This is an optimization exercise on Yosys and OpenROAD, whose aim is small area, not a production implementation. The RTL was checked by simulation tests, not by an equivalence proof against the original design. Power is estimated from default activity; no workload was simulated.

==> design/flow/design.v <==
module flash_cfi_ctrl (
    input  wire        clk,
    input  wire        rst,
    input  wire        start,
    input  wire [1:0]  op,
    input  wire [31:0] arg_first,
    input  wire [31:0] arg_last,
    input  wire [31:0] arg_addr,
    input  wire [31:0] arg_len,
    output wire        idle,
    output reg         done,
    output reg  [3:0]  status,
    output wire [31:0] ret_size,
    output wire [31:0] warn_skipped,
    output wire [31:0] warn_recovered,
    output reg         initialized,
    input  wire        prot_we,
    input  wire [4:0]  prot_idx,
    input  wire        prot_val,
    output reg         ev_valid,
    output reg  [1:0]  ev_kind,
    output wire [31:0] ev_addr,
    output reg  [7:0]  ev_wdata,
    input  wire        ev_ready,
    input  wire [7:0]  fb_rdata,
    input  wire [31:0] time_ms,
    output reg         irq_inhibit,
    output wire [31:0] buf_index,
    input  wire [7:0]  buf_data
);
    localparam [1:0] EV_WRITE = 2'd0, EV_READ = 2'd1, EV_TIME = 2'd2, EV_DELAY = 2'd3;
    localparam [1:0] STRAT_BYTE = 2'd0, STRAT_BYPASS = 2'd1, STRAT_BUFFER = 2'd2;
    localparam [5:0]
        IDLE   = 6'd0,
        P_RST  = 6'd1,  P_QE   = 6'd2,  P_QRY  = 6'd3,  P_NREG = 6'd4,
        P_BLK  = 6'd5,  P_EXIT = 6'd6,
        S_AS1  = 6'd7,  S_AS2  = 6'd8,  S_AS3  = 6'd9,  S_MFR  = 6'd10,
        S_ID0  = 6'd11, S_IDX  = 6'd12, S_RST  = 6'd13, S_QE   = 6'd14,
        S_VER  = 6'd15, S_EXIT = 6'd16,
        E_CNT  = 6'd17, E_RST  = 6'd18, E_S1   = 6'd19, E_S2   = 6'd20,
        E_S3   = 6'd21, E_S4   = 6'd22, E_S5   = 6'd23, E_ADV  = 6'd24,
        E_CONF = 6'd25, E_SET  = 6'd26,
        CHK    = 6'd27, W_U1   = 6'd28, W_U2   = 6'd29, W_CMD  = 6'd30,
        W_DATA = 6'd31, V_RD   = 6'd32,
        U_E1   = 6'd33, U_E2   = 6'd34, U_E3   = 6'd35, U_CMD  = 6'd36,
        U_DATA = 6'd37, U_X1   = 6'd38, U_X2   = 6'd39,
        F_FIND = 6'd40, F_U1   = 6'd41, F_U2   = 6'd42, F_CMD  = 6'd43,
        F_CNT  = 6'd44, F_DATA = 6'd45, F_CONF = 6'd46,
        L_T0   = 6'd47, L_RD   = 6'd48, L_RR   = 6'd49, L_TM   = 6'd50,
        L_RET  = 6'd51, A_RST  = 6'd52;
    reg [5:0] st;
    reg        w2;                   
    reg [1:0]  nm1;                  
    reg        rev;                  
    reg [5:0]  scount;               
    reg [4:0]  rc0, rc1, rc2, rc3;   
    reg [13:0] rz0, rz1, rz2, rz3;   
    reg [4:0]  e_word, e_buf, e_erase;
    reg [4:0]  rs_exp;
    reg [3:0]  mbw;                  
    reg [1:0]  strategy;
    reg [31:0] prot;
    reg        qok, pk, ak, big, dpend, vlt, veq, vold, id07;
    reg [1:0]  dmc;
    reg [2:0]  fcode;
    reg        opk;                  
    reg        vf;                   
    reg        ubf;                  
    reg        anyu;                 
    reg        pok;
    reg [21:0] ra;                   
    reg [26:0] rl;                   
    reg [22:0] ri;                   
    reg [7:0]  cnt;                  
    reg [31:0] t0;
    reg [5:0]  ws;
    reg [22:0] wr;
    reg [5:0]  s;
    reg [1:0]  r;
    reg [4:0]  c;
    reg [13:0] ss;                   
    assign idle = (st == IDLE);
    assign ret_size = initialized ? (32'd1 << rs_exp) : 32'd0;
    assign warn_skipped = {26'd0, ws};
    assign warn_recovered = {9'd0, wr};
    assign buf_index = {9'd0, ri};
    function [21:0] budget;
        input [4:0] e;
        begin
            case (e)
                5'd11: budget = 22'd3;
                5'd12: budget = 22'd5;
                5'd13: budget = 22'd9;
                5'd14: budget = 22'd17;
                5'd15: budget = 22'd33;
                5'd16: budget = 22'd66;
                5'd17: budget = 22'd132;
                5'd18: budget = 22'd263;
                5'd19: budget = 22'd525;
                5'd20: budget = 22'd1049;
                5'd21: budget = 22'd2098;
                5'd22: budget = 22'd4195;
                5'd23: budget = 22'd8389;
                5'd24: budget = 22'd16778;
                5'd25: budget = 22'd33555;
                5'd26: budget = 22'd67109;
                5'd27: budget = 22'd134218;
                5'd28: budget = 22'd268436;
                5'd29: budget = 22'd536871;
                5'd30: budget = 22'd1073742;
                5'd31: budget = 22'd2147484;
                default: budget = 22'd2;
            endcase
        end
    endfunction
    wire buf_mode = (strategy == STRAT_BUFFER) & ~vf;
    wire [4:0]  e_sel = opk ? e_erase : (buf_mode ? e_buf : e_word);
    wire [21:0] lut = budget(e_sel);
    wire [26:0] bud = opk ? rl : {5'd0, lut};
    wire [31:0] elapsed = time_ms - t0;
    wire timeout = elapsed > {5'd0, bud};
    reg [4:0]  rc_cur;
    reg [13:0] rz_cur;
    always @(*) begin
        case (r)
            2'd0: begin rc_cur = rc0; rz_cur = rz0; end
            2'd1: begin rc_cur = rc1; rz_cur = rz1; end
            2'd2: begin rc_cur = rc2; rz_cur = rz2; end
            default: begin rc_cur = rc3; rz_cur = rz3; end
        endcase
    end
    wire [13:0] ns = ss + rz_cur;
    wire [5:0]  s_inc = s + 6'd1;
    wire        is_last = (s_inc == scount);
    wire        prot_s = prot[s[4:0]];
    wire        qgate = (st == P_QRY) | (st == P_NREG) | (st == P_BLK) |
                        (st == S_MFR) | (st == S_ID0) | (st == S_IDX);
    wire [21:0] sum = {ra[21:16], ra[15:0] & {16{~qgate}}} + ri[21:0];
    wire [21:0] qaddr = w2 ? {sum[20:0], 1'b0} : sum;
    wire [22:0] room = {1'b0, ns, 8'd0} - {1'b0, sum};
    wire        room_le0 = room[22] | (room[21:0] == 22'd0);
    wire [22:0] rem = rl[22:0] - ri;
    wire [8:0]  remc  = (|rem[22:8]) ? 9'h100 : {1'b0, rem[7:0]};
    wire [8:0]  roomc = (is_last | (|room[21:8])) ? 9'h100 : {1'b0, room[7:0]};
    wire [8:0]  bufc  = 9'd1 << mbw;
    wire [8:0]  n1 = (remc < roomc) ? remc : roomc;
    wire [8:0]  nn = (n1 < bufc) ? n1 : bufc;
    wire [7:0]  nm = nn[7:0] - 8'd1;
    reg [21:0] aoff;
    assign ev_addr = {10'h3FF, aoff};
    always @(*) begin
        ev_valid = 1'b1;
        ev_kind  = EV_WRITE;
        ev_wdata = 8'h00;
        aoff     = 22'd0;
        case (st)
            P_RST, P_EXIT, S_RST, S_EXIT, E_RST, A_RST: ev_wdata = 8'hF0;
            P_QE, S_QE: begin aoff = w2 ? 22'h0AA : 22'h055; ev_wdata = 8'h98; end
            S_AS1, E_S1, E_S4, W_U1, U_E1, F_U1: begin
                aoff = w2 ? 22'hAAA : 22'h555; ev_wdata = 8'hAA;
            end
            S_AS2, E_S2, E_S5, W_U2, U_E2, F_U2: begin
                aoff = w2 ? 22'h555 : 22'h2AA; ev_wdata = 8'h55;
            end
            S_AS3:  begin aoff = w2 ? 22'hAAA : 22'h555; ev_wdata = 8'h90; end
            E_S3:   begin aoff = w2 ? 22'hAAA : 22'h555; ev_wdata = 8'h80; end
            W_CMD:  begin aoff = w2 ? 22'hAAA : 22'h555; ev_wdata = 8'hA0; end
            U_E3:   begin aoff = w2 ? 22'hAAA : 22'h555; ev_wdata = 8'h20; end
            U_CMD:  ev_wdata = 8'hA0;
            U_X1:   ev_wdata = 8'h90;
            U_X2:   ev_wdata = 8'h00;
            P_QRY, P_NREG, P_BLK, S_MFR, S_ID0, S_IDX, S_VER: begin
                ev_kind = EV_READ; aoff = qaddr;
            end
            W_DATA, U_DATA, F_DATA: begin aoff = sum; ev_wdata = buf_data; end
            V_RD, L_RD, L_RR: begin ev_kind = EV_READ; aoff = sum; end
            E_CONF: begin ev_valid = ~prot_s; aoff = {ss, 8'd0}; ev_wdata = 8'h30; end
            F_CMD:  begin aoff = {ss, 8'd0}; ev_wdata = 8'h25; end
            F_CNT:  begin aoff = {ss, 8'd0}; ev_wdata = nm; end
            F_CONF: begin aoff = {ss, 8'd0}; ev_wdata = 8'h29; end
            L_T0, L_TM: ev_kind = EV_TIME;
            E_SET:  ev_kind = EV_DELAY;
            default: ev_valid = 1'b0;
        endcase
    end
    always @(*) begin
        case (st)
            E_S1, E_S2, E_S3, E_S4, E_S5, E_ADV, E_CONF, E_SET: irq_inhibit = 1'b1;
            default: irq_inhibit = 1'b0;
        endcase
    end
    wire fire = ev_valid & ev_ready;
    wire [5:0] boff = ri[5:0];
    wire [5:0] brel = boff - 6'h2D;
    wire [6:0] tsum = {1'b0, scount} + {2'd0, fb_rdata[4:0]} + 7'd1;
    wire       q_exp = (fb_rdata == ((ri[1:0] == 2'd0) ? 8'h51 :
                                     (ri[1:0] == 2'd1) ? 8'h52 : 8'h59));
    wire [1:0] strat_def = (mbw != 4'd0) ? STRAT_BUFFER : STRAT_BYTE;
    task iter_reset;
        begin
            s  <= 6'd0;
            c  <= 5'd0;
            ss <= 14'd0;
            r  <= rev ? nm1 : 2'd0;
        end
    endtask
    task iter_step;
        begin
            ss <= ns;
            s  <= s_inc;
            if (c == rc_cur) begin
                c <= 5'd0;
                r <= rev ? r - 2'd1 : r + 2'd1;
            end else
                c <= c + 5'd1;
        end
    endtask
    task finish;
        input [3:0] code;
        begin
            status <= code;
            done   <= 1'b1;
            st     <= IDLE;
        end
    endtask
    always @(posedge clk) begin
        if (rst) begin
            st          <= IDLE;
            done        <= 1'b0;
            status      <= 4'd0;
            initialized <= 1'b0;
            ws          <= 6'd0;
            wr          <= 23'd0;
        end else begin
            done <= 1'b0;
            case (st)
            IDLE: begin
                if (prot_we && initialized && {1'b0, prot_idx} < scount)
                    prot[prot_idx] <= prot_val;
                if (start) begin
                    case (op)
                        2'd0: begin
                            w2   <= 1'b0;
                            ra   <= 22'd0;
                            prot <= 32'd0;
                            st   <= P_RST;
                        end
                        2'd1: begin
                            ws   <= 6'd0;
                            opk  <= 1'b1;
                            anyu <= 1'b0;
                            if ((|arg_first[31:6]) || (arg_first[5:0] > scount) ||
                                (|arg_last[31:6])  || (arg_last[5:0] > scount) ||
                                (arg_first[5:0] > arg_last[5:0]))
                                finish(4'd6);
                            else begin
                                ri <= {13'd0, arg_last[4:0], arg_first[4:0]};
                                s  <= {1'b0, arg_first[4:0]};
                                st <= E_CNT;
                            end
                        end
                        2'd2: begin
                            opk <= 1'b0;
                            vf  <= 1'b0;
                            ubf <= 1'b0;
                            wr  <= 23'd0;
                            ra  <= arg_addr[21:0];
                            rl  <= {4'd0, arg_len[22:0]};
                            ri  <= 23'd0;
                            iter_reset;
                            st  <= (strategy == STRAT_BYPASS) ? U_E1 : CHK;
                        end
                        default: finish(4'd0);
                    endcase
                end
            end
            P_RST: if (fire) st <= P_QE;
            P_QE: if (fire) begin ri <= 23'h10; st <= P_QRY; end
            P_QRY: if (fire) begin
                qok <= (ri[1:0] == 2'd0 ? 1'b1 : qok) & q_exp;
                if (ri[1:0] == 2'd2) begin
                    if (qok & q_exp) begin
                        ri <= 23'h2C;
                        st <= P_NREG;
                    end else begin
                        fcode <= 3'd1;
                        st <= P_EXIT;
                    end
                end else
                    ri <= ri + 23'd1;
            end
            P_NREG: if (fire) begin
                nm1    <= fb_rdata[1:0] - 2'd1;
                ri     <= 23'h10;
                scount <= 6'd0;
                big    <= 1'b0;
                if (fb_rdata == 8'd0) begin
                    fcode <= 3'd2;
                    st <= P_EXIT;
                end else if (fb_rdata > 8'd4) begin
                    fcode <= 3'd3;
                    st <= P_EXIT;
                end else
                    st <= P_BLK;
            end
            P_BLK: if (fire) begin
                case (boff)
                    6'h13: pk <= (fb_rdata == 8'h02);
                    6'h14: pk <= pk & (fb_rdata == 8'h00);
                    6'h15: if (pk) ra[7:0]  <= fb_rdata;
                    6'h16: if (pk) ra[15:8] <= fb_rdata;
                    6'h17: ak <= (fb_rdata == 8'h02);
                    6'h18: ak <= ak & (fb_rdata == 8'h00);
                    6'h19: if (!pk && ak) ra[7:0]  <= fb_rdata;
                    6'h1A: if (!pk && ak) ra[15:8] <= fb_rdata;
                    6'h1F: e_word  <= fb_rdata[4:0];
                    6'h20: e_buf   <= fb_rdata[4:0];
                    6'h21: e_erase <= fb_rdata[4:0];
                    6'h23: e_word  <= e_word  + fb_rdata[4:0];
                    6'h24: e_buf   <= e_buf   + fb_rdata[4:0];
                    6'h25: e_erase <= e_erase + fb_rdata[4:0];
                    6'h27: rs_exp  <= fb_rdata[4:0];
                    6'h2A: mbw     <= (|fb_rdata[4:3]) ? 4'd8 : {1'b0, fb_rdata[2:0]};
                    default: if (boff >= 6'h2D) begin
                        case (brel[1:0])
                            2'd0: begin
                                case (brel[3:2])
                                    2'd0: rc0 <= fb_rdata[4:0];
                                    2'd1: rc1 <= fb_rdata[4:0];
                                    2'd2: rc2 <= fb_rdata[4:0];
                                    default: rc3 <= fb_rdata[4:0];
                                endcase
                                scount <= tsum[5:0];
                                if ((|fb_rdata[7:5]) || tsum[6] || (tsum[5] && (|tsum[4:0])))
                                    big <= 1'b1;
                            end
                            2'd1: if (fb_rdata != 8'd0) big <= 1'b1;
                            2'd2: begin
                                case (brel[3:2])
                                    2'd0: rz0[7:0] <= fb_rdata;
                                    2'd1: rz1[7:0] <= fb_rdata;
                                    2'd2: rz2[7:0] <= fb_rdata;
                                    default: rz3[7:0] <= fb_rdata;
                                endcase
                            end
                            default: begin
                                case (brel[3:2])
                                    2'd0: rz0[13:8] <= fb_rdata[5:0];
                                    2'd1: rz1[13:8] <= fb_rdata[5:0];
                                    2'd2: rz2[13:8] <= fb_rdata[5:0];
                                    default: rz3[13:8] <= fb_rdata[5:0];
                                endcase
                            end
                        endcase
                    end
                endcase
                if (boff == {2'b11, nm1, 2'b00}) begin
                    fcode <= big ? 3'd4 : 3'd0;
                    st <= P_EXIT;
                end else
                    ri <= ri + 23'd1;
            end
            P_EXIT: if (fire) begin
                if (fcode == 3'd0) begin
                    if (pk | ak)
                        st <= S_AS1;
                    else
                        finish(4'd5);
                end else if (fcode == 3'd1 && !w2) begin
                    w2 <= 1'b1;
                    st <= P_RST;
                end else
                    finish({1'b0, fcode});
            end
            S_AS1: if (fire) st <= S_AS2;
            S_AS2: if (fire) st <= S_AS3;
            S_AS3: if (fire) begin ri <= 23'd0; st <= S_MFR; end
            S_MFR: if (fire) begin
                dmc <= (fb_rdata == 8'h01) ? 2'd1 :
                       (fb_rdata == 8'h04) ? 2'd2 :
                       (fb_rdata == 8'hC2) ? 2'd3 : 2'd0;
                ri <= 23'd1;
                st <= S_ID0;
            end
            S_ID0: if (fire) begin
                id07 <= fb_rdata[7];
                if (fb_rdata == 8'h7E) begin
                    dmc <= (dmc == 2'd1) ? 2'd3 : 2'd0;
                    ri <= 23'h0E;
                    st <= S_IDX;
                end else begin
                    strategy <= (dmc == 2'd2 && fb_rdata == 8'h49) ? STRAT_BYPASS :
                                (dmc == 2'd3 && fb_rdata == 8'hA8) ? STRAT_BUFFER : strat_def;
                    st <= S_RST;
                end
            end
            S_IDX: if (fire) begin
                if (!ri[0]) begin
                    dmc <= (dmc == 2'd3 && fb_rdata == 8'h1A) ? 2'd1 :
                           (dmc == 2'd3 && fb_rdata == 8'h10) ? 2'd2 : 2'd0;
                    ri <= 23'h0F;
                end else begin
                    strategy <= (dmc == 2'd1 && fb_rdata == 8'h00) ? STRAT_BYPASS :
                                (dmc == 2'd2 && fb_rdata == 8'h00) ? STRAT_BYTE : strat_def;
                    st <= S_RST;
                end
            end
            S_RST: if (fire) st <= S_QE;
            S_QE: if (fire) begin ri <= 23'd3; st <= S_VER; end
            S_VER: if (fire) begin
                if (ri[3]) begin
                    rev <= ((vold ? id07 : (fb_rdata == 8'h03)) && nm1 != 2'd0);
                    st <= S_EXIT;
                end else if (ri[2]) begin
                    vold <= vlt | (veq & (fb_rdata < 8'h31));
                    ri <= 23'h0F;
                end else begin
                    vlt <= (fb_rdata < 8'h31);
                    veq <= (fb_rdata == 8'h31);
                    ri <= 23'd4;
                end
            end
            S_EXIT: if (fire) begin
                initialized <= 1'b1;
                finish(4'd0);
            end
            E_CNT: begin
                ws <= ws + {5'd0, prot_s};
                if (s[4:0] == ri[9:5]) begin
                    if (anyu | ~prot_s) begin
                        rl <= 27'd0;
                        iter_reset;
                        st <= E_RST;
                    end else
                        finish(4'd7);
                end else begin
                    anyu <= anyu | ~prot_s;
                    s <= s_inc;
                end
            end
            E_RST: if (fire) st <= E_S1;
            E_S1: if (fire) st <= E_S2;
            E_S2: if (fire) st <= E_S3;
            E_S3: if (fire) st <= E_S4;
            E_S4: if (fire) st <= E_S5;
            E_S5: if (fire) st <= E_ADV;
            E_ADV: begin
                if (s[4:0] == ri[4:0])
                    st <= E_CONF;
                else
                    iter_step;
            end
            E_CONF: begin
                if (prot_s || fire) begin
                    if (fire) begin
                        ra <= {ss, 8'd0};
                        rl <= rl + {5'd0, lut};
                    end
                    if (s[4:0] == ri[9:5]) begin
                        ri <= 23'd0;
                        st <= E_SET;
                    end else
                        iter_step;
                end
            end
            E_SET: if (fire) st <= L_T0;
            CHK: begin
                if (ri == rl[22:0]) begin
                    if (vf)
                        finish(4'd0);
                    else if (strategy == STRAT_BYPASS)
                        st <= U_X1;
                    else begin
                        vf <= 1'b1;
                        ri <= 23'd0;
                    end
                end else if (vf)
                    st <= V_RD;
                else case (strategy)
                    STRAT_BYPASS: st <= U_CMD;
                    STRAT_BUFFER: st <= F_FIND;
                    default:      st <= W_U1;
                endcase
            end
            V_RD: if (fire) begin
                if (fb_rdata != buf_data)
                    st <= W_U1;
                else begin
                    ri <= ri + 23'd1;
                    st <= CHK;
                end
            end
            W_U1:   if (fire) st <= W_U2;
            W_U2:   if (fire) st <= W_CMD;
            W_CMD:  if (fire) st <= W_DATA;
            W_DATA: if (fire) st <= L_T0;
            U_E1:   if (fire) st <= U_E2;
            U_E2:   if (fire) st <= U_E3;
            U_E3:   if (fire) st <= CHK;
            U_CMD:  if (fire) st <= U_DATA;
            U_DATA: if (fire) st <= L_T0;
            U_X1:   if (fire) st <= U_X2;
            U_X2:   if (fire) begin
                if (ubf)
                    finish(4'd9);
                else begin
                    vf <= 1'b1;
                    ri <= 23'd0;
                    st <= CHK;
                end
            end
            F_FIND: begin
                if (!is_last && room_le0)
                    iter_step;
                else
                    st <= F_U1;
            end
            F_U1:   if (fire) st <= F_U2;
            F_U2:   if (fire) st <= F_CMD;
            F_CMD:  if (fire) st <= F_CNT;
            F_CNT:  if (fire) begin cnt <= nm; st <= F_DATA; end
            F_DATA: if (fire) begin
                if (cnt == 8'd0)
                    st <= F_CONF;
                else begin
                    cnt <= cnt - 8'd1;
                    ri  <= ri + 23'd1;
                end
            end
            F_CONF: if (fire) st <= L_T0;
            L_T0: if (fire) begin t0 <= time_ms; st <= L_RD; end
            L_RD: if (fire) begin
                if (fb_rdata[7] == (opk | buf_data[7])) begin
                    pok <= 1'b1;
                    st  <= L_RET;
                end else if (fb_rdata[5])
                    st <= L_RR;
                else
                    st <= L_TM;
            end
            L_RR: if (fire) begin
                pok <= (fb_rdata[7] == (opk | buf_data[7]));
                st  <= L_RET;
            end
            L_TM: if (fire) begin
                if (timeout) begin
                    pok <= 1'b0;
                    st  <= L_RET;
                end else
                    st <= L_RD;
            end
            L_RET: begin
                if (opk) begin
                    if (pok) finish(4'd0); else st <= A_RST;
                end else if (pok) begin
                    ri <= ri + 23'd1;
                    if (vf) wr <= wr + 23'd1;
                    st <= CHK;
                end else if (!vf && strategy == STRAT_BYPASS) begin
                    ubf <= 1'b1;
                    st  <= U_X1;
                end else
                    st <= A_RST;
            end
            A_RST: if (fire) finish(opk ? 4'd8 : vf ? 4'd10 : 4'd9);
            default: st <= IDLE;
            endcase
        end
    end
endmodule
==> design/flow/run.sh <==
#!/bin/bash
# synth_recipe.tcl (not shown) runs the flow's synth.tcl, then flattens the netlist and writes it again
# the make line also repeats each setting of config.mk as NAME=value (left out here)
make -C /OpenROAD-flow-scripts/flow DESIGN_CONFIG=/design/flow/config.mk WORK_HOME=/design/flow/orfs CLKGATE_MAP_FILE= SYNTH_SCRIPT=/design/flow/synth_recipe.tcl finish
==> design/flow/config.mk <==
export PLATFORM = sky130hd
export DESIGN_NAME = flash_cfi_ctrl
export DESIGN_NICKNAME = flash_cfi_ctrl
export VERILOG_FILES = /design/flow/design.v
export SDC_FILE = /design/flow/constraint.sdc
export NUM_CORES = 4
export LEC_CHECK = 0
export CAP_MARGIN = 20
export CORE_MARGIN = 2
export CORE_UTILIZATION = 40
export SLEW_MARGIN = 20
==> design/flow/constraint.sdc <==
create_clock -name core_clock -period 20.0 [get_ports {clk}]
set_input_delay 4.0000 -clock core_clock [delete_from_list [all_inputs] [get_ports {clk}]]
set_output_delay 4.0000 -clock core_clock [all_outputs]
set_load 0.01 [all_outputs]
==> results of run 1 <==
## sequential cells by signal, summed over array words and instances (netlist names), 6 cells and up, named ones only
signal	count
rl	27
st	6
ws	6
scount	6
rz2	14
ra	22
rz3	14
cnt	8
rz1	14
rz0	14
t0	32
ss	14
s	6
prot	32
wr	23
ri	23
## routing by layer
| metal | track usage [%] | part of all wire (%) | vias to the layer above |
|---|---|---|---|
| li1 | - | - | 13100 |
| met4 | 8.74 | 3.7 | 2 |
| met1 | 34.3 | 43 | 13100 |
| met5 | 0 | 0.0098 | - |
| met3 | 4.13 | 8.2 | 224 |
| met2 | 42.2 | 45 | 1263 |
## cell usage in the layout (no fill, tap or decap), drive strengths merged, types with 32 or more instances in the layout
| master | n |
|---|---|
| a211oi | 33 |
| a21o | 67 |
| a21oi | 244 |
| a22oi | 35 |
| and2 | 55 |
| buf | 52 |
| clkbuf | 56 |
| clkdlybuf4s50 | 294 |
| conb | 54 |
| dfxtp | 42 |
| edfxtp | 301 |
| ha | 245 |
| inv | 191 |
| mux2i | 50 |
| nand2 | 343 |
| nand2b | 41 |
| nand3 | 105 |
| nor2 | 412 |
| nor2b | 44 |
| nor3 | 93 |
| nor4 | 38 |
| o21a | 36 |
| o21ai | 206 |
| o22ai | 32 |
| xnor2 | 109 |
| xor2 | 109 |
## stage by stage
stage	instance area (um^2)	power [W]	instances	worst slack, ns	util, %
2_1_floorplan	29900	0.00285	3539	4.06	-
3_3_place_gp	33400	0.00373	4632	1.87	45.7
3_5_place_dp	33400	0.00373	4632	1.97	45.7
4_1_cts	34900	0.00457	4712	1.24	47.7
5_1_grt	35000	0.00490	4715	0.0892	47.8
6_report	35000	0.00462	4715	1.20	47.8
## worst max-delay path: cells and delay by family (launching register included)
family | cells | cell delay [ns]
AND/OR/NAND/NOR | 12 | 3.47
buffers and inverters | 5 | 0.93
adder cells (fa/ha/maj) | 5 | 1.59
XOR/XNOR | 2 | 0.52
flip-flops | 1 | 0.38
multiplexers | 1 | 0.33
AO/OA/AOI/OAI | 30 | 6.96
## final cells by class
type	instances	area, um^2
fillers	7081	38200
multi-input cells	2798	18300
flip-flops and latches	343	9880
repair buffers	347	3360
clock buffers	55	1210
well taps	959	1200
inverters	188	706
clock inverters	25	269
## kinds of logic after synthesis
kind of cell / share of synthesized area [%]
buffers and inverters: 5.78
adders and majority gates: 10.9
and+or+nand+nor: 20.2
DFF: 33.3
AOI/OAI and AO/OA: 20.4
muxes: 2.86
other: 0.0253
xor gates and xnor gates: 6.51
## power breakdown
part	internal, W	switching, W	total (W)
Combinational	0.00104	0.00175	0.00279
Sequential	0.000895	0.000107	0.00100
Clock	0.000486	0.000344	0.000830
## path summary, 6_finish.rpt
kind / start / end / cells past startpoint / slack (ns)
hold reg to reg: status[1]$_SDFFE_PP0P_ / status[1]$_SDFFE_PP0P_ / 2 / 0.46
setup / recovery: st[2]$_SDFFE_PP0P_ / ev_wdata[6] / 55 / 1.20
setup reg to reg: st[2]$_SDFFE_PP0P_ / cnt[6]$_DFFE_PP_ / 54 / 6.08
hold / removal: status[1]$_SDFFE_PP0P_ / status[1]$_SDFFE_PP0P_ / 2 / 0.46
==> load_flow_metrics.sql, run 1 <==
INSERT INTO impl_metrics (metric_group, metric, value, unit) VALUES
('status', 'status', 'finished clean', ''),
('synthesis', 'yosys_warnings', '1', ''),
('sta', 'finalCriticalPeriod', '18.80', 'ns'),
('floorplanning', 'die-height', '276', 'um'),
('synthesis', 'synth.top_cells.by_count', '411 x sky130_fd_sc_hd__nor2_1, 343 x sky130_fd_sc_hd__nand2_1, 301 x sky130_fd_sc_hd__edfxtp_1, 245 x sky130_fd_sc_hd__ha_1, 242 x sky130_fd_sc_hd__a21oi_1', ''),
('finish', 'fin_nets', '4164', ''),
('clock_network', 'clk-insertion-delay-late', '0.60', 'ns'),
('floorplanning', 'io-pin-count', '368', ''),
('drt', 'drc_errors', '0', ''),
('global_route', 'vias_in_the_first_global_route', '26200', ''),
('power', 'leakage_power_total', '13.7', 'nW'),
('sta', 'final.setup_skew', '0.0202', 'ns'),
('global_route', 'grt_remaining_overflow', '0', ''),
('global_route', 'grt_antenna_before_repair', '2', ''),
('floorplanning', 'fp.dieW', '276', 'um'),
('global_route', 'grt_usage', '25.7', '%'),
('worst_setup_path', 'critical_path.slowest_cell', 'sky130_fd_sc_hd__clkdlybuf4s50_1', ''),
('sta', 'highest_clock_rate', '0.0532', 'GHz'),
('worst_setup_path', 'required', '16.00', 'ns'),
('placement', 'io_buffer_count', '294', ''),
('synthesis', 'mean_instance_size_in_the_synthesized_netlist', '8.51', 'um^2'),
('global_route', 'grt_start_max_net_pins', '55', ''),
('floorplanning', 'core', '73200', 'um^2'),
('synthesis', 'share_of_synthesized_area_occupied_by_flip_flops_and_latches', '33.3', '%'),
('synthesis', 'synth.top_cell.area_share', '30.4', '%'),
('clock_network', 'clk_transition_reported_paths', '0.06', 'ns'),
('sta', 'final_layout_worst_hold_slack', '0.459', 'ns'),
('placement', 'detailed_place_hpwl', '78.6', 'mm'),
('worst_setup_path', 'setup.worst_path.start_class', 'register', ''),
('drt', 'drt-initial-drc-count', '2751', ''),
('sta', 'report.final.slew_viol_count', '0', ''),
('synthesis', 'netlist_top_cells_area', 'sky130_fd_sc_hd__edfxtp_1 30%, sky130_fd_sc_hd__ha_1 10%, sky130_fd_sc_hd__nor2_1 5.2%, sky130_fd_sc_hd__nand2_1 4.3%, sky130_fd_sc_hd__a21oi_1 4.1%', ''),
('clock_network', 'clockRootBuffer', 'sky130_fd_sc_hd__clkbuf_16', ''),
('global_route', 'grt_pass1_wl', '155', 'mm'),
('worst_setup_path', 'worst_path_most_repeated_cell', 'sky130_fd_sc_hd__o21ai_0', ''),
('worst_setup_path', 'crit_type', 'reg -> out', ''),
('sta', 'setup_repair_after_global_routing_missed_its_margin', 'false', ''),
('worst_setup_path', 'cp_max_fo', '17', ''),
('sta', 'timing_hold_violations_final', '0', ''),
('run', 'max_cap_viol_count', '0', ''),
('floorplanning', 'core.rowCount', '99', ''),
('synthesis', 'synth.cell_area', '29700', 'um^2'),
('synthesis', 'synth_enable_flop_cells', '301', ''),
('sta', 'timing.setup.tns', '0', 'ns'),
('clock_network', 'cts_tree', 'yes', ''),
('sta', 'timing.slew.headroom', '21.3', '%'),
('synthesis', 'synthFlopType', 'sky130_fd_sc_hd__edfxtp_1', ''),
('finish', 'area_growth_syn_to_layout', '17.8', '%'),
('worst_hold_path', 'hold_path.class', 'reg -> reg', ''),
('floorplanning', 'initial_utilization', '40.6', '%'),
('synthesis', 'total_of_flip_flops_plus_latches_after_synthesis', '343', ''),
('synthesis', 'netlist_instances', '3487', ''),
('clock_network', 'cts_made_buffers', '43', ''),
('drt', 'route.vias.total', '27700', ''),
('synthesis', 'yosys.cell_count.top_type', 'sky130_fd_sc_hd__nor2_1', ''),
('sta', 'setup_violations', '0', ''),
('synthesis', 'synth_async_sr_flop_share', '0', '%'),
('finish', 'final_layout_size_suffix_gt1_share', '5.24', '%'),
('placement', 'gp_routability_congestion', '0.979', ''),
('power', 'power_density', '132', 'nW/um^2'),
('synthesis', 'synth_area_leader_cell', 'sky130_fd_sc_hd__edfxtp_1', ''),
('drt', 'first_pass_iters', '8', ''),
('clock_network', 'clockBufferDepth', '3', ''),
('power', 'irDropWorstVdd', '101', 'uV'),
('floorplanning', 'design.die.area', '76400', 'um^2'),
('clock_network', 'cts_max_level', '2', ''),
('synthesis', 'netlist-cell-type-count', '100', ''),
('worst_setup_path', 'biggest_cell_delay_along_the_critical_path', '0.56', 'ns'),
('worst_setup_path', 'worst_ep_arrival_time', '14.80', 'ns'),
('finish', 'insertedDiodeCount', '0', ''),
('drt', 'mean_routed_wirelength_per_cell', '21.7', 'um');
==> run 2, diff against run 1 <==
--- a/design/flow/design.v
+++ b/design/flow/design.v
@@ -115,2 +115,41 @@
     endfunction
+    function [32:0] radd;
+        input [31:0] a;
+        input [31:0] b;
+        input        ci;
+        integer j;
+        reg cy;
+        begin
+            cy = ci;
+            for (j = 0; j < 32; j = j + 1) begin
+                radd[j] = a[j] ^ b[j] ^ cy;
+                cy = (a[j] & b[j]) | (cy & (a[j] ^ b[j]));
+            end
+            radd[32] = cy;
+        end
+    endfunction
+    function [31:0] rinc;
+        input [31:0] a;
+        integer j;
+        reg cy;
+        begin
+            cy = 1'b1;
+            for (j = 0; j < 32; j = j + 1) begin
+                rinc[j] = a[j] ^ cy;
+                cy = cy & a[j];
+            end
+        end
+    endfunction
+    function [31:0] rdec;
+        input [31:0] a;
+        integer j;
+        reg bw;
+        begin
+            bw = 1'b1;
+            for (j = 0; j < 32; j = j + 1) begin
+                rdec[j] = a[j] ^ bw;
+                bw = bw & ~a[j];
+            end
+        end
+    endfunction
     wire buf_mode = (strategy == STRAT_BUFFER) & ~vf;
@@ -119,4 +158,7 @@
     wire [26:0] bud = opk ? rl : {5'd0, lut};
-    wire [31:0] elapsed = time_ms - t0;
-    wire timeout = elapsed > {5'd0, bud};
+    wire [32:0] acc_sum = radd({5'd0, rl}, {10'd0, lut}, 1'b0);
+    wire [32:0] el_full = radd(time_ms, ~t0, 1'b1);
+    wire [31:0] elapsed = el_full[31:0];
+    wire [32:0] bd_full = radd({5'd0, bud}, ~elapsed, 1'b1);
+    wire timeout = ~bd_full[32];
     reg [4:0]  rc_cur;
@@ -131,4 +173,6 @@
     end
-    wire [13:0] ns = ss + rz_cur;
-    wire [5:0]  s_inc = s + 6'd1;
+    wire [32:0] ns_full = radd({18'd0, ss}, {18'd0, rz_cur}, 1'b0);
+    wire [13:0] ns = ns_full[13:0];
+    wire [31:0] s_inc_full = rinc({26'd0, s});
+    wire [5:0]  s_inc = s_inc_full[5:0];
     wire        is_last = (s_inc == scount);
@@ -137,9 +181,18 @@
                         (st == S_MFR) | (st == S_ID0) | (st == S_IDX);
-    wire [21:0] sum = {ra[21:16], ra[15:0] & {16{~qgate}}} + ri[21:0];
+    wire [32:0] sum_full = radd({10'd0, ra[21:16], ra[15:0] & {16{~qgate}}}, {10'd0, ri[21:0]}, 1'b0);
+    wire [21:0] sum = sum_full[21:0];
+    wire [31:0] ri_inc_full = rinc({9'd0, ri});
+    wire [22:0] ri_inc = ri_inc_full[22:0];
+    wire [31:0] rl_dec_full = rdec({9'd0, rl[22:0]});
+    wire [22:0] rl_dec = rl_dec_full[22:0];
+    wire [31:0] wr_inc_full = rinc({9'd0, wr});
+    wire [22:0] wr_inc = wr_inc_full[22:0];
     wire [21:0] qaddr = w2 ? {sum[20:0], 1'b0} : sum;
-    wire [22:0] room = {1'b0, ns, 8'd0} - {1'b0, sum};
-    wire        room_le0 = room[22] | (room[21:0] == 22'd0);
-    wire [22:0] rem = rl[22:0] - ri;
-    wire [8:0]  remc  = (|rem[22:8]) ? 9'h100 : {1'b0, rem[7:0]};
-    wire [8:0]  roomc = (is_last | (|room[21:8])) ? 9'h100 : {1'b0, room[7:0]};
+    wire [32:0] dd_full = radd({18'd0, ns}, {18'h3FFFF, ~sum[21:8]}, 1'b1);
+    wire [14:0] dd = dd_full[14:0];
+    wire        room_le0 = dd[14] | (dd[13:0] == 14'd0);
+    wire        room_one = (dd == 15'd1);
+    wire [7:0]  sneg = ~sum[7:0] + 8'd1;
+    wire [8:0]  remc  = (|rl[22:8]) ? 9'h100 : {1'b0, rl[7:0]};
+    wire [8:0]  roomc = (is_last | ~room_one) ? 9'h100 : {(sum[7:0] == 8'd0), sneg};
     wire [8:0]  bufc  = 9'd1 << mbw;
@@ -178,3 +231,3 @@
             F_CMD:  begin aoff = {ss, 8'd0}; ev_wdata = 8'h25; end
-            F_CNT:  begin aoff = {ss, 8'd0}; ev_wdata = nm; end
+            F_CNT:  begin aoff = {ss, 8'd0}; ev_wdata = cnt; end
             F_CONF: begin aoff = {ss, 8'd0}; ev_wdata = 8'h29; end
@@ -194,3 +247,7 @@
     wire [5:0] brel = boff - 6'h2D;
-    wire [6:0] tsum = {1'b0, scount} + {2'd0, fb_rdata[4:0]} + 7'd1;
+    wire [32:0] tsum_full = radd({26'd0, scount}, {27'd0, fb_rdata[4:0]}, 1'b1);
+    wire [6:0] tsum = tsum_full[6:0];
+    wire [4:0] e_pick = boff[1] ? e_word : (boff[0] ? e_erase : e_buf);
+    wire [32:0] e_full = radd({27'd0, e_pick}, {27'd0, fb_rdata[4:0]}, 1'b0);
+    wire [4:0] e_add = e_full[4:0];
     wire       q_exp = (fb_rdata == ((ri[1:0] == 2'd0) ? 8'h51 :
@@ -318,5 +375,5 @@
                     6'h21: e_erase <= fb_rdata[4:0];
-                    6'h23: e_word  <= e_word  + fb_rdata[4:0];
-                    6'h24: e_buf   <= e_buf   + fb_rdata[4:0];
-                    6'h25: e_erase <= e_erase + fb_rdata[4:0];
+                    6'h23: e_word  <= e_add;
+                    6'h24: e_buf   <= e_add;
+                    6'h25: e_erase <= e_add;
                     6'h27: rs_exp  <= fb_rdata[4:0];
@@ -456,3 +513,3 @@
                         ra <= {ss, 8'd0};
-                        rl <= rl + {5'd0, lut};
+                        rl <= acc_sum[26:0];
                     end
@@ -467,3 +524,3 @@
             CHK: begin
-                if (ri == rl[22:0]) begin
+                if (rl[22:0] == 23'd0) begin
                     if (vf)
@@ -474,2 +531,3 @@
                         vf <= 1'b1;
+                        rl <= {4'd0, ri};
                         ri <= 23'd0;
@@ -488,3 +546,4 @@
                 else begin
-                    ri <= ri + 23'd1;
+                    ri <= ri_inc;
+                    rl <= {4'd0, rl_dec};
                     st <= CHK;
@@ -507,2 +566,3 @@
                     vf <= 1'b1;
+                    rl <= {4'd0, ri};
                     ri <= 23'd0;
@@ -514,4 +574,6 @@
                     iter_step;
-                else
-                    st <= F_U1;
+                else begin
+                    cnt <= nm;
+                    st  <= F_U1;
+                end
             end
@@ -520,3 +582,3 @@
             F_CMD:  if (fire) st <= F_CNT;
-            F_CNT:  if (fire) begin cnt <= nm; st <= F_DATA; end
+            F_CNT:  if (fire) st <= F_DATA;
             F_DATA: if (fire) begin
@@ -526,3 +588,4 @@
                     cnt <= cnt - 8'd1;
-                    ri  <= ri + 23'd1;
+                    ri  <= ri_inc;
+                    rl  <= {4'd0, rl_dec};
                 end
@@ -555,4 +618,5 @@
                 end else if (pok) begin
-                    ri <= ri + 23'd1;
-                    if (vf) wr <= wr + 23'd1;
+                    ri <= ri_inc;
+                    rl <= {4'd0, rl_dec};
+                    if (vf) wr <= wr_inc;
                     st <= CHK;
--- a/design/flow/config.mk
+++ b/design/flow/config.mk
@@ -9,3 +9,4 @@
 export CORE_MARGIN = 2
-export CORE_UTILIZATION = 40
+export CORE_UTILIZATION = 55
+export CTS_BUF_LIST = sky130_fd_sc_hd__clkbuf_4
 export SLEW_MARGIN = 20
==> run 2 against run 1 <==
Fmax is 5.1% higher. Non-clock buffer count is 4 lower. Synthesized area is 10% lower. Routed wire length is 10% lower. Critical path type is now reg -> reg. Largest power group unchanged.
==> load_flow_metrics.sql, run 2 <==
INSERT INTO impl_metrics (metric_group, metric, value, unit) VALUES
('finish', 'final_layout_size_suffix_gt1_share', '8.09', '%'),
('clock_network', 'clk_transition_reported_paths', '0.07', 'ns'),
('worst_setup_path', 'cp_max_fo', '16', ''),
('synthesis', 'synth_async_sr_flop_share', '0', '%'),
('synthesis', 'synthFlopType', 'sky130_fd_sc_hd__edfxtp_1', ''),
('floorplanning', 'initial_utilization', '55.8', '%'),
('finish', 'area_growth_syn_to_layout', '17.3', '%'),
('drt', 'route.detailed.vias_per_inst', '6.37', ''),
('worst_setup_path', 'worst_r2r_endpoint', 'cnt[7]$_DFFE_PP_', ''),
('synthesis', 'synth_area_leader_cell', 'sky130_fd_sc_hd__edfxtp_1', ''),
('power', 'leakage_power_total', '12.3', 'nW'),
('synthesis', 'muxShareOfSynthArea', '3.58', '%'),
('worst_setup_path', 'critical_path.slowest_cell', 'sky130_fd_sc_hd__nand3_1', ''),
('clock_network', 'clockBufferDepth', '3', ''),
('clock_network', 'cts_made_buffers', '96', ''),
('sta', 'timing.setup.tns', '0', 'ns'),
('synthesis', 'synth_area_in_simple_gates', '18.0', '%'),
('synthesis', 'synth-xor-area-share', '3.60', '%'),
('worst_setup_path', 'r2r_start', 'st[0]$_SDFFE_PP0P_', ''),
('synthesis', 'total_of_flip_flops_plus_latches_after_synthesis', '343', ''),
('worst_hold_path', 'hold_path.class', 'reg -> reg', ''),
('sta', 'final_period_utilization', '89.4', '%'),
('sta', 'setup_repair_after_global_routing_missed_its_margin', 'false', ''),
('clock_network', 'clockRootBuffer', 'sky130_fd_sc_hd__clkbuf_4', ''),
('placement', 'dpl_cell_area', '30000', 'um^2'),
('clock_network', 'number_of_buffers_added_for_setup_after_cts', '0', ''),
('finish', 'fin_nets', '3623', ''),
('floorplanning', 'design.die.area', '50300', 'um^2'),
('synthesis', 'synth_compound_gate_area_share', '15.8', '%'),
('finish', 'final_area', '31300', 'um^2'),
('drt', 'mean_routed_wirelength_per_cell', '23.8', 'um'),
('finish', 'largest_registers', 'prot x32, t0 x32, rl x27', ''),
('power', 'power_density', '128', 'nW/um^2'),
('placement', 'pre_cts_slack', '2.33', 'ns'),
('clock_network', 'cts_max_level', '3', ''),
('synthesis', 'synth_enable_flop_cells', '301', ''),
('synthesis', 'netlist-cell-type-count', '91', ''),
('clock_network', 'ctsHoldBuffers', '0', ''),
('synthesis', 'synth.top_cells.by_count', '371 x sky130_fd_sc_hd__nor2_1, 301 x sky130_fd_sc_hd__edfxtp_1, 287 x sky130_fd_sc_hd__nand2_1, 189 x sky130_fd_sc_hd__ha_1, 178 x sky130_fd_sc_hd__inv_1', ''),
('synthesis', 'area_share_of_fa_ha_maj_cells_after_synthesis', '15.6', '%'),
('finish', 'final_common_cell', 'sky130_fd_sc_hd__nor2_1', ''),
('synthesis', 'mean_instance_size_in_the_synthesized_netlist', '9.31', 'um^2'),
('worst_setup_path', 'required', '20.54', 'ns'),
('finish', 'fillers', '3998', ''),
('drt', 'route.vias.total', '24500', ''),
('run', 'max_cap_viol_count', '0', ''),
('worst_setup_path', 'worst_path_most_repeated_cell', 'sky130_fd_sc_hd__fa_1', ''),
('sta', 'report.final.slew_viol_count', '0', ''),
('synthesis', 'share_of_synthesized_area_occupied_by_flip_flops_and_latches', '37.0', '%'),
('worst_setup_path', 'timing.critical_path.from', 'st[0]$_SDFFE_PP0P_', ''),
('power', 'irDropWorstVdd', '110', 'uV'),
('synthesis', 'yosys.cell_count.top_type', 'sky130_fd_sc_hd__nor2_1', ''),
('synthesis', 'yosys_warnings', '1', ''),
('global_route', 'grt_pass1_wl', '138', 'mm'),
('drt', 'first_pass_iters', '7', ''),
('floorplanning', 'core.rowCount', '80', ''),
('synthesis', 'netlist_instances', '2866', ''),
('placement', 'detailed_place_hpwl', '68.7', 'mm'),
('synthesis', 'synth.cell_area', '26700', 'um^2'),
('floorplanning', 'core', '47800', 'um^2'),
('sta', 'final_layout_worst_hold_slack', '0.516', 'ns'),
('global_route', 'grt_usage', '35.9', '%'),
('drt', 'postRouteAntennaNets', '0', ''),
('clock_network', 'cts_tree', 'yes', ''),
('floorplanning', 'die-height', '224', 'um'),
('global_route', 'grt_antenna_before_repair', '2', ''),
('finish', 'final_cell_mix', '370 x sky130_fd_sc_hd__nor2_1, 301 x sky130_fd_sc_hd__edfxtp_1, 294 x sky130_fd_sc_hd__clkdlybuf4s50_1', ''),
('worst_setup_path', 'worst_ep_arrival_time', '18.43', 'ns'),
('clock_network', 'cts.sinks', '343', ''),
('global_route', 'vias_in_the_first_global_route', '23800', ''),
('clock_network', 'ctsResizeCount', '0', ''),
('sta', 'timing.slew.headroom', '20.3', '%'),
('synthesis', 'netlist_top_cells_area', 'sky130_fd_sc_hd__edfxtp_1 34%, sky130_fd_sc_hd__ha_1 8.9%, sky130_fd_sc_hd__fa_1 6.8%, sky130_fd_sc_hd__nor2_1 5.2%, sky130_fd_sc_hd__nand2_1 4.0%', ''),
('global_route', 'grt_start_max_net_pins', '54', ''),
('clock_network', 'clk-insertion-delay-late', '0.89', 'ns'),
('sta', 'highest_clock_rate', '0.0559', 'GHz'),
('worst_setup_path', 'timing.critical_path.to_type', 'register', ''),
('drt', 'drc_errors', '0', ''),
('sta', 'worstMarginPinSlew', '1.19', 'ns'),
('drt', 'wl', '91.6', 'mm'),
('worst_setup_path', 'crit_end', 'cnt[7]$_DFFE_PP_', ''),
('floorplanning', 'io-pin-count', '368', ''),
('sta', 'timing_hold_violations_final', '0', ''),
('sta', 'finalCriticalPeriod', '17.89', 'ns'),
('worst_setup_path', 'r2r_cells', '57', ''),
('sta', 'final.setup_skew', '0.102', 'ns'),
('sta', 'post-route-worst-setup-slack', '2.11', 'ns'),
('worst_setup_path', 'r2r_setup_slack', '2.11', 'ns'),
('placement', 'io_buffer_count', '294', ''),
('worst_setup_path', 'setup.worst_path.start_class', 'register', ''),
('drt', 'drt-initial-drc-count', '2967', ''),
('worst_setup_path', 'biggest_cell_delay_along_the_critical_path', '0.53', 'ns'),
('synthesis', 'combinational_family_with_the_most_area_after_synthesis', 'simple AND/OR/NAND/NOR gates', ''),
('synthesis', 'synth.top_cell.area_share', '33.9', '%'),
('status', 'status', 'finished clean', ''),
('worst_setup_path', 'crit_type', 'reg -> reg', ''),
('floorplanning', 'fp.dieW', '224', 'um'),
('power', 'total_power', '0.00400', 'W'),
('global_route', 'grt_remaining_overflow', '0', ''),
('placement', 'gp_routability_congestion', '0.995', ''),
('sta', 'setup_violations', '0', '');
==> run 2: cell types whose count changed after synthesis, sizes merged, moves of 56 or more <==
cell	before	now
o21ai	206	136
ha	245	189
xor2	109	38
fa	9	90
nand2	343	287
a21oi	244	152
==> run 2: power breakdown <==
part           switching [W]  total, W  internal [W]
Sequential          0.000132   0.00107      0.000938
Clock               0.000322  0.000679      0.000358
Combinational        0.00137   0.00225      0.000881
==> run 2: per-stage QoR <==
| step | util (%) | std cells |
|---|---|---|
| 2_1_floorplan | - | 2918 |
| 3_3_place_gp | 62.7 | 3672 |
| 3_5_place_dp | 62.7 | 3672 |
| 4_1_cts | 65.4 | 3841 |
| 5_1_grt | 65.4 | 3844 |
| 6_report | 65.4 | 3844 |
==> run 2: kinds of logic after synthesis <==
group,Yosys count
AND/OR/NAND/NOR,1045
multiplexers,81
adder cells (fa/ha/maj),279
buffers and inverters,389
XOR/XNOR,106
flip-flops,343
other,2
AO/OA/AOI/OAI,621
==> run 2: routing by layer <==
metal / vias up / GRT usage, % / share of wire, %
met4: 0 / 17.5 / 5.1
met1: 11800 / 47.3 / 40
met3: 277 / 6.74 / 9.5
met5: - / 0 / 0
met2: 1497 / 57.3 / 46
li1: 10900 / - / -
==> run 2: critical path, delay by kind of cell (launching register included) <==
| kind | cells | cell delay (ns) |
|---|---|---|
| flip-flops | 1 | 0.31 |
| adder cells (fa/ha/maj) | 24 | 9.29 |
| AND/OR/NAND/NOR | 11 | 2.75 |
| AO/OA/AOI/OAI | 13 | 3.66 |
| buffers and inverters | 5 | 0.74 |
| XOR/XNOR | 4 | 0.86 |
==> run 2: worst min path at each step <==
| stage | from | to | slack, ns | depth (start not counted) |
|---|---|---|---|---|
| finish | vlt$_DFFE_PP_ | vold$_DFFE_PP_ | 0.52 | 1 |
| floorplan | vlt$_DFFE_PP_ | vold$_DFFE_PP_ | 0.47 | 1 |
| detailed placement | status[3]$_SDFFE_PP0P_ | status[3]$_SDFFE_PP0P_ | 0.50 | 2 |
| global placement | wr[22]$_SDFFE_PP0P_ | wr[22]$_SDFFE_PP0P_ | 0.50 | 2 |
| global route | vlt$_DFFE_PP_ | vold$_DFFE_PP_ | 0.54 | 1 |
| CTS | vlt$_DFFE_PP_ | vold$_DFFE_PP_ | 0.52 | 1 |
==> run 2: area by class of cell <==
cell class | instances | area, um^2 | share of cell area, %
Antenna cell | 3 | 7.51 | 0.0240
Clock buffer | 139 | 1040 | 3.33
Inverter | 185 | 694 | 2.22
Timing Repair Buffer | 343 | 3310 | 10.6
Tap cell | 615 | 769 | 2.46
Clock inverter | 30 | 216 | 0.692
Sequential cell | 343 | 9880 | 31.6
Multi-Input combinational cell | 2186 | 15400 | 49.1
==> run 3, diff against run 2 <==
--- a/design/flow/config.mk
+++ b/design/flow/config.mk
@@ -7,6 +7,5 @@
 export LEC_CHECK = 0
-export CAP_MARGIN = 20
+export CAP_MARGIN = 0
 export CORE_MARGIN = 2
 export CORE_UTILIZATION = 55
-export CTS_BUF_LIST = sky130_fd_sc_hd__clkbuf_4
-export SLEW_MARGIN = 20
+export SLEW_MARGIN = 0
==> run 3 against run 2 <==
Register-to-register slack got worse by 0.07 ns. Largest cell class unchanged. Synthesized cell count unchanged. Routed wire length shrank 0.19%. Sequential share of layout area is 0.19 points lower. Clock-buffer cell count is 88 lower. Highest routed layer unchanged. Clock power grew 21%. Sequential cell count unchanged.
==> load_flow_metrics.sql, run 3 <==
INSERT INTO impl_metrics (metric_group, metric, value, unit) VALUES
('clock_network', 'cts.sinks', '343', ''),
('sta', 'highest_clock_rate', '0.0557', 'GHz'),
('synthesis', 'synth.cell_area', '26700', 'um^2'),
('clock_network', 'cts_made_buffers', '41', ''),
('sta', 'post-route-worst-setup-slack', '2.04', 'ns'),
('sta', 'final_period_utilization', '89.8', '%'),
('worst_setup_path', 'required', '20.31', 'ns'),
('drt', 'postRouteAntennaNets', '0', ''),
('finish', 'largest_registers', 'prot x32, t0 x32, rl x27', ''),
('clock_network', 'cts_tree', 'yes', ''),
('synthesis', 'total_of_flip_flops_plus_latches_after_synthesis', '343', ''),
('worst_setup_path', 'timing.critical_path.from', 'st[0]$_SDFFE_PP0P_', ''),
('status', 'status', 'finished clean', ''),
('drt', 'drc_errors', '0', ''),
('clock_network', 'ctsResizeCount', '0', ''),
('sta', 'timing_hold_violations_final', '0', ''),
('global_route', 'grt_usage', '35.8', '%'),
('finish', 'fillers', '3933', ''),
('floorplanning', 'io-pin-count', '368', ''),
('sta', 'timing.setup.tns', '0', 'ns'),
('power', 'sequentialPowerShare', '25.8', '%'),
('floorplanning', 'fp.dieW', '224', 'um'),
('worst_setup_path', 'timing.critical_path.to_type', 'register', ''),
('drt', 'drt-initial-drc-count', '2812', ''),
('synthesis', 'synth_area_leader_cell', 'sky130_fd_sc_hd__edfxtp_1', ''),
('clock_network', 'cts_max_level', '2', ''),
('synthesis', 'netlist-cell-type-count', '91', ''),
('global_route', 'grt_pass1_wl', '138', 'mm'),
('finish', 'area_of_the_multi_input_gates', '15400', 'um^2'),
('synthesis', 'share_of_synthesized_area_occupied_by_flip_flops_and_latches', '37.0', '%'),
('synthesis', 'synthFlopType', 'sky130_fd_sc_hd__edfxtp_1', ''),
('floorplanning', 'die-height', '224', 'um'),
('worst_hold_path', 'hold_path_startpoint', 'vlt$_DFFE_PP_', ''),
('placement', 'detailed_place_hpwl', '68.7', 'mm');
## run 3: layout make-up
class                   instances  area share (%)
multi-input cells            2186            48.8
clock buffers                  51            3.48
clock inverters                25            1.18
well taps                     615            2.44
repair buffers                343            10.5
flip-flops and latches        343            31.4
inverters                     185            2.21
## run 3: power groups by stage
stage | Combinational, W | Clock (W) | Sequential, W
2_1_floorplan | 0.00143 | 0 | 0.00104
3_3_place_gp | 0.00216 | 0 | 0.00108
3_5_place_dp | 0.00220 | 0 | 0.00108
4_1_cts | 0.00221 | 0.000832 | 0.00107
5_1_grt | 0.00244 | 0.000855 | 0.00108
6_report | 0.00225 | 0.000821 | 0.00107
## run 3: metal layers
metal	vias to the layer above	routed length [um]	track usage [%]	part of all wire, %
met3	291	9030	6.31	9.9
met2	1484	41800	57.1	46
li1	10800	-	-	-
met4	0	4770	17.4	5.2
met1	11500	35800	47.4	39
met5	-	0	0	0
## run 3: worst paths after layout
| kind | to | cells after the start |
|---|---|---|
| worst min register to register | vold$_DFFE_PP_ | 1 |
| worst max-delay path | cnt[6]$_DFFE_PP_ | 57 |
| worst min-delay path | vold$_DFFE_PP_ | 1 |
| worst max register to register | cnt[6]$_DFFE_PP_ | 57 |
## run 3: metrics by stage
| stage | cell area [um^2] | utilization, % | power (W) | hold WS, ns | std cells |
|---|---|---|---|---|---|
| 2_1_floorplan | 26900 | - | 0.00247 | 0.474 | 2918 |
| 3_3_place_gp | 30000 | 62.7 | 0.00323 | 0.495 | 3672 |
| 3_5_place_dp | 30000 | 62.7 | 0.00328 | 0.495 | 3672 |
| 4_1_cts | 31500 | 65.8 | 0.00411 | 0.513 | 3748 |
| 5_1_grt | 31500 | 65.8 | 0.00438 | 0.528 | 3748 |
| 6_report | 31500 | 65.8 | 0.00414 | 0.514 | 3748 |
## run 3: cells by family after synthesis
kind of cell	synth area share, %
AO/OA/AOI/OAI	15.8
XOR/XNOR	3.60
adder cells (fa/ha/maj)	15.6
buffers and inverters	6.34
flip-flops	37.0
multiplexers	3.58
other	0.0281
AND/OR/NAND/NOR	18.0
## run 3: critical path: cells and delay by family, from the launching register on
family	cells	cell delay (ns)
compound gates	11	3.03
flops	1	0.31
mux	1	0.33
simple gates	11	2.87
fa+ha+maj	25	9.55
buf+inv	5	0.74
xor+xnor	4	0.83

[afterwards: timing with drivers on the ports]
How much do the figures lean on ideal ports? The routed layouts below were timed once more, with nothing changed but the port constraints.
Step 1 (the two cells are an assumption about what drives the block):
set clk [get_ports {clk}]
set_driving_cell -lib_cell sky130_fd_sc_hd__clkbuf_16 $clk
set_driving_cell -lib_cell sky130_fd_sc_hd__buf_2 [delete_from_list [all_inputs] $clk]
Step 2, shift: input delay + t, output delay - t, t = (earliest + latest rising clock arrival at the registers) / 2. This alone moves slack from input paths to output paths.
a / b / c = ideal / step 1 / step 2; a / b = the first two.
run	t, ns	slack for setup (ns)	worst hold slack (ns)	worst setup path after step 2	clock arrival spread, ns
run 1	0.658	1.197 / 1.130 / 1.788	0.459 / 0.459 / 0.459	register to output	0.021 / 0.020
run 2	0.888	2.111 / 2.111 / 2.111	0.516 / 0.516 / 0.516	register to register	0.103 / 0.103
run 3	0.639	2.042 / 2.042 / 2.042	0.514 / 0.514 / 0.514	register to register	0.020 / 0.019
After both steps every run listed still meets setup and hold.
